This design comes from an exercise in tuning for small area on the open sky130 flow, not from production work.
Only simulation tests tie the RTL to the original design; equivalence was not proved.
The clock port is modelled as an ideal driver; clocking choices that lean on that would not hold on a real chip.
No activity file was given, so power comes from the tool's default toggle rates.

Setup of build 63:
Design alu_adder, start of the top module:
module alu_adder (
    input             clk,
    input             rst,
    input             req_valid,
    output            req_ready,
    input      [7:0]  ctrl,
    input      [31:0] src,
    input      [31:0] dest,
    input             flag_we,
    input      [5:0]  flag_wdata,
    output reg        resp_valid,
    output     [31:0] result,
    output     [5:0]  flags,
    output reg        faulted,
    output     [2:0]  fault_cause
);
    localparam K_X = 3'd0, K_R = 3'd1, K_H = 3'd2, K_M = 3'd3;
    localparam K_D = 3'd4, K_G = 3'd5, K_I = 3'd6, K_S = 3'd7;
    localparam P0 = 3'b001, P1 = 3'b010, P2 = 3'b101, P3 = 3'b011;
    localparam P4 = 3'b111, P5 = 3'b110, P6 = 3'b100;
    reg cf, pf, af, zf, sf, of;
    assign flags = {of, sf, zf, af, pf, cf};
    reg [2:0]  ph;
    assign fault_cause = {ph[1], ~ph[1], ph[0]};
    reg [4:0]  cnt;
    reg        t;           
    reg [31:0] A;
    reg [31:0] Q;
    assign result = A;
    reg  [6:0] ctrl_r;
    wire [4:0] op = ctrl_r[4:0];
    wire [1:0] wc = ctrl_r[6:5];
    wire illegal_op = ctrl[7] | (ctrl[4:0] > 5'd16);
    wire illegal_w  = (ctrl[6:5] == 2'b11);
    wire bad = illegal_op | illegal_w;
    wire op_addsub = (op[4:2] == 3'b000);           
    wire op_sub    = op[1];
    wire op_carry  = op[0];
    wire op_mul    = (op == 5'd4) | (op == 5'd5);
    wire op_div    = (op == 5'd6) | (op == 5'd7);
    wire op_mod    = (op == 5'd8) | (op == 5'd9);
    wire op_dm     = op_div | op_mod;
  ...
==> flow/config.mk <==
export PLATFORM = sky130hd
export DESIGN_NAME = alu_adder
export DESIGN_NICKNAME = alu_adder
export VERILOG_FILES = /design/flow/design.v
export SDC_FILE = /design/flow/constraint.sdc
export NUM_CORES = 4
export LEC_CHECK = 0
export ABC_AREA = 1
export CAP_MARGIN = 20
export CORE_MARGIN = 2
export CORE_UTILIZATION = 40
export SLEW_MARGIN = 20
==> flow/constraint.sdc <==
create_clock -name core_clock -period 20.0 [get_ports {clk}]
set_input_delay 4.0000 -clock core_clock [delete_from_list [all_inputs] [get_ports {clk}]]
set_output_delay 4.0000 -clock core_clock [all_outputs]
set_load 0.01 [all_outputs]
standard.sh (not shown) runs the stock make flow with config.mk's settings and CLKGATE_MAP_FILE= SYNTH_SCRIPT=/design/flow/synth_recipe.tcl, a recipe that flattens the netlist after the stock synthesis.
==> flow/flow/run.sh <==
#!/bin/bash
# The standard layout (standard.sh), with four changes:
# - every port gets the smallest buffer cell (sky130_fd_sc_hd__buf_1);
# - the clock tree uses clkbuf_8/clkbuf_4 buffers and no dummy loads;
# - ABC maps the logic for area only (flow/area.abc instead of the
#   standard abc_area.script); the rest of the synthesis is the standard flow's own;
# - after CTS, flow/clock_down.tcl gives each clock buffer the smallest
#   size that keeps every flip-flop clock pin's slew within 110 ps.
# Each tool's output goes to standard.log and to ORFS's logs under orfs/.
set -euo pipefail
W=$PWD
export BUFFER_PORTS_ARGS="-buffer_cell sky130_fd_sc_hd__buf_1"
export GPL_KEEP_OVERFLOW=0
export POST_CTS_TCL="$W/flow/clock_down.tcl"
export CTS_ARGS="-sink_clustering_enable -repair_clock_nets -dont_use_dummy_load -buf_list sky130_fd_sc_hd__clkbuf_4 -root_buf sky130_fd_sc_hd__clkbuf_8"
cat > "$W/flow_synth.tcl" <<EOF
proc abc {args} {
  set i [lsearch -exact \$args -script]
  if { \$i >= 0 } { lset args [expr { \$i + 1 }] $W/flow/area.abc }
  yosys abc {*}\$args
}
source $W/synth_recipe.tcl
EOF
sed "s#SYNTH_SCRIPT=[^ ]*#SYNTH_SCRIPT=$W/flow_synth.tcl#" standard.sh > standard_area.sh
bash standard_area.sh > standard.log 2>&1
==> flow/flow/area.abc <==
strash
&get -n
&dch
&nf -p -R 1000 -F 8 -C 32
&put
topo
stime -c
dnsize -c
==> flow/flow/clock_down.tcl <==
set db [ord::get_db]
set block [ord::get_db_block]
set limit 0.110
proc worst_clk_slew {} {
  set worst 0
  foreach p [get_pins -hierarchical */CLK] {
    set sl [get_property $p slew_max]
    if { $sl > $worst } { set worst $sl }
  }
  return $worst
}
foreach inst [$block getInsts] {
  set name [$inst getName]
  if { ![string match "clkbuf_*_clk" $name] } { continue }
  set orig [[$inst getMaster] getName]
  foreach cand {sky130_fd_sc_hd__clkbuf_2 sky130_fd_sc_hd__clkbuf_4 sky130_fd_sc_hd__clkbuf_8 sky130_fd_sc_hd__clkbuf_16} {
    if { $cand == $orig } { break }
    $inst swapMaster [$db findMaster $cand]
    estimate_parasitics -placement
    if { [worst_clk_slew] <= $limit } { break }
    $inst swapMaster [$db findMaster $orig]
  }
  estimate_parasitics -placement
  puts "clock buffer $name: [[$inst getMaster] getName]"
}
puts "worst clock pin slew [worst_clk_slew]"
[inputs] build 12 vs build 63
Settings: GPL_TIMING_DRIVEN newly set to 0.
diff --git a/flow/flow/run.sh b/flow/flow/run.sh
--- a/flow/flow/run.sh
+++ b/flow/flow/run.sh
@@ -11,5 +11,4 @@
 W=$PWD
 export BUFFER_PORTS_ARGS="-buffer_cell sky130_fd_sc_hd__buf_1"
-export GPL_KEEP_OVERFLOW=0
 export POST_CTS_TCL="$W/flow/clock_down.tcl"
 export CTS_ARGS="-sink_clustering_enable -repair_clock_nets -dont_use_dummy_load -buf_list sky130_fd_sc_hd__clkbuf_4 -root_buf sky130_fd_sc_hd__clkbuf_8"
[summary]
Build 12 finished every stage and its layout cleared the timing, design-rule and antenna checks. Build 12 vs build 63, final-layout worst hold slack went up by 6.5 ps. | number of vias after detailed routing | build 12 vs build 63 | 0.95% higher |. Re fraction of area in registers: build 63 and build 12 aren't equal, and the higher value belongs to build 63. | count of non-filler cells in the finished layout | lower: build 63 |. Area growth from synthesis to final layout ends up lower on build 63. Summary of build 12 over build 63: fmax did not really move; relative contribution of the clock network to total power did not really move; non-clock buffer count went up. Comparing internal power of the cells for build 63 and build 12, the smaller number came from build 63. met1 track utilization from global routing is higher on build 63. The final worst setup slack number comes out higher for build 63 vs build 12.
The following lists how build 79 was set up differently from build 12:
Settings: GPL_TIMING_DRIVEN no longer set, was 0.
diff --git a/flow/flow/run.sh b/flow/flow/run.sh
--- a/flow/flow/run.sh
+++ b/flow/flow/run.sh
@@ -1,8 +1,10 @@
 #!/bin/bash
-# The standard layout (standard.sh), with four changes:
+# The standard layout (standard.sh), with five changes:
 # - every port gets the smallest buffer cell (sky130_fd_sc_hd__buf_1);
 # - the clock tree uses clkbuf_8/clkbuf_4 buffers and no dummy loads;
 # - ABC maps the logic for area only (flow/area.abc instead of the
 #   standard abc_area.script); the rest of the synthesis is the standard flow's own;
+# - timing-driven global placement does not keep its buffers
+#   (GPL_KEEP_OVERFLOW=0);
 # - after CTS, flow/clock_down.tcl gives each clock buffer the smallest
 #   size that keeps every flip-flop clock pin's slew within 110 ps.
@@ -11,4 +13,5 @@
 W=$PWD
 export BUFFER_PORTS_ARGS="-buffer_cell sky130_fd_sc_hd__buf_1"
+export GPL_KEEP_OVERFLOW=0
 export POST_CTS_TCL="$W/flow/clock_down.tcl"
 export CTS_ARGS="-sink_clustering_enable -repair_clock_nets -dont_use_dummy_load -buf_list sky130_fd_sc_hd__clkbuf_4 -root_buf sky130_fd_sc_hd__clkbuf_8"
Notes after the runs:
The lower post-route fraction of the period consumed by the critical path came out of build 79. Going from build 12 to build 79, reported leakage power shows a reduction of about 2.8%; core utilization went down 1.1 points. As far as synthesized cell count goes, build 12 and build 79 are indistinguishable; the numbers are identical. Relative to build 12, fraction of met2 tracks used by global routing has gone down in build 79. First-pass detailed-route iteration total was lower in build 12 than in build 79. From build 12 to build 79 the numbers moved as follows: sequential share of cell area now sits higher; clock period minus final worst setup slack now sits lower.
### build 79 -> build 45
diff --git a/flow/flow/run.sh b/flow/flow/run.sh
--- a/flow/flow/run.sh
+++ b/flow/flow/run.sh
@@ -1,10 +1,8 @@
 #!/bin/bash
-# The standard layout (standard.sh), with five changes:
+# The standard layout (standard.sh), with four changes:
 # - every port gets the smallest buffer cell (sky130_fd_sc_hd__buf_1);
 # - the clock tree uses clkbuf_8/clkbuf_4 buffers and no dummy loads;
 # - ABC maps the logic for area only (flow/area.abc instead of the
 #   standard abc_area.script); the rest of the synthesis is the standard flow's own;
-# - timing-driven global placement does not keep its buffers
-#   (GPL_KEEP_OVERFLOW=0);
 # - after CTS, flow/clock_down.tcl gives each clock buffer the smallest
 #   size that keeps every flip-flop clock pin's slew within 110 ps.
@@ -13,5 +11,4 @@
 W=$PWD
 export BUFFER_PORTS_ARGS="-buffer_cell sky130_fd_sc_hd__buf_1"
-export GPL_KEEP_OVERFLOW=0
 export POST_CTS_TCL="$W/flow/clock_down.tcl"
 export CTS_ARGS="-sink_clustering_enable -repair_clock_nets -dont_use_dummy_load -buf_list sky130_fd_sc_hd__clkbuf_4 -root_buf sky130_fd_sc_hd__clkbuf_8"
## What came out
- The capturing instance or port of the critical path comes out cf in one run and of in the other, namely in build 79 and build 45 respectively.
- Going from build 79 to build 45, worst path arrival time saw a decrease, worst voltage drop across the vdd grid saw a decrease, sequential share of cell area now smaller, design area moved up, count of placed standard cells in the final layout, fillers left out climbed 1.2%.
- Side by side, total of fill cells in the finished design turned out higher in build 45 than in build 79.
- On worst setup slack: between build 45 and build 79, it ends up lower for build 79.

separate check: timing with driven ports:
Ports are ideal in the flow. The routed layouts listed here were re-timed in OpenROAD. Step 1: set_driving_cell puts a clkbuf_16 on clk and a buf_2 on each other input, an assumption about the parent block. Step 2, shift: input delay + t, output delay - t, t = (earliest + latest rising clock arrival at the registers) / 2. This alone moves slack from input paths to output paths. Slacks: no drivers / after step 1 / after step 2; pairs: no drivers / after step 1.
| run | t, ns | setup slack, ns | worst data-port slew with drivers (ns) |
|---|---|---|---|
| build 63 | 0.576 | 0.797 / 0.807 / 0.231 | 0.04 |
| build 12 | 0.597 | 0.765 / 0.773 / 0.176 | 0.05 |
| build 79 | 0.576 | 0.797 / 0.807 / 0.231 | 0.04 |
| build 45 | 0.590 | 0.977 / 0.977 / 0.387 | 0.05 |
After both steps every run listed still meets setup and hold. For build 45, which loses most, drivers alone change the setup slack by 0.000 ns; drivers and shift together by -0.590 ns.
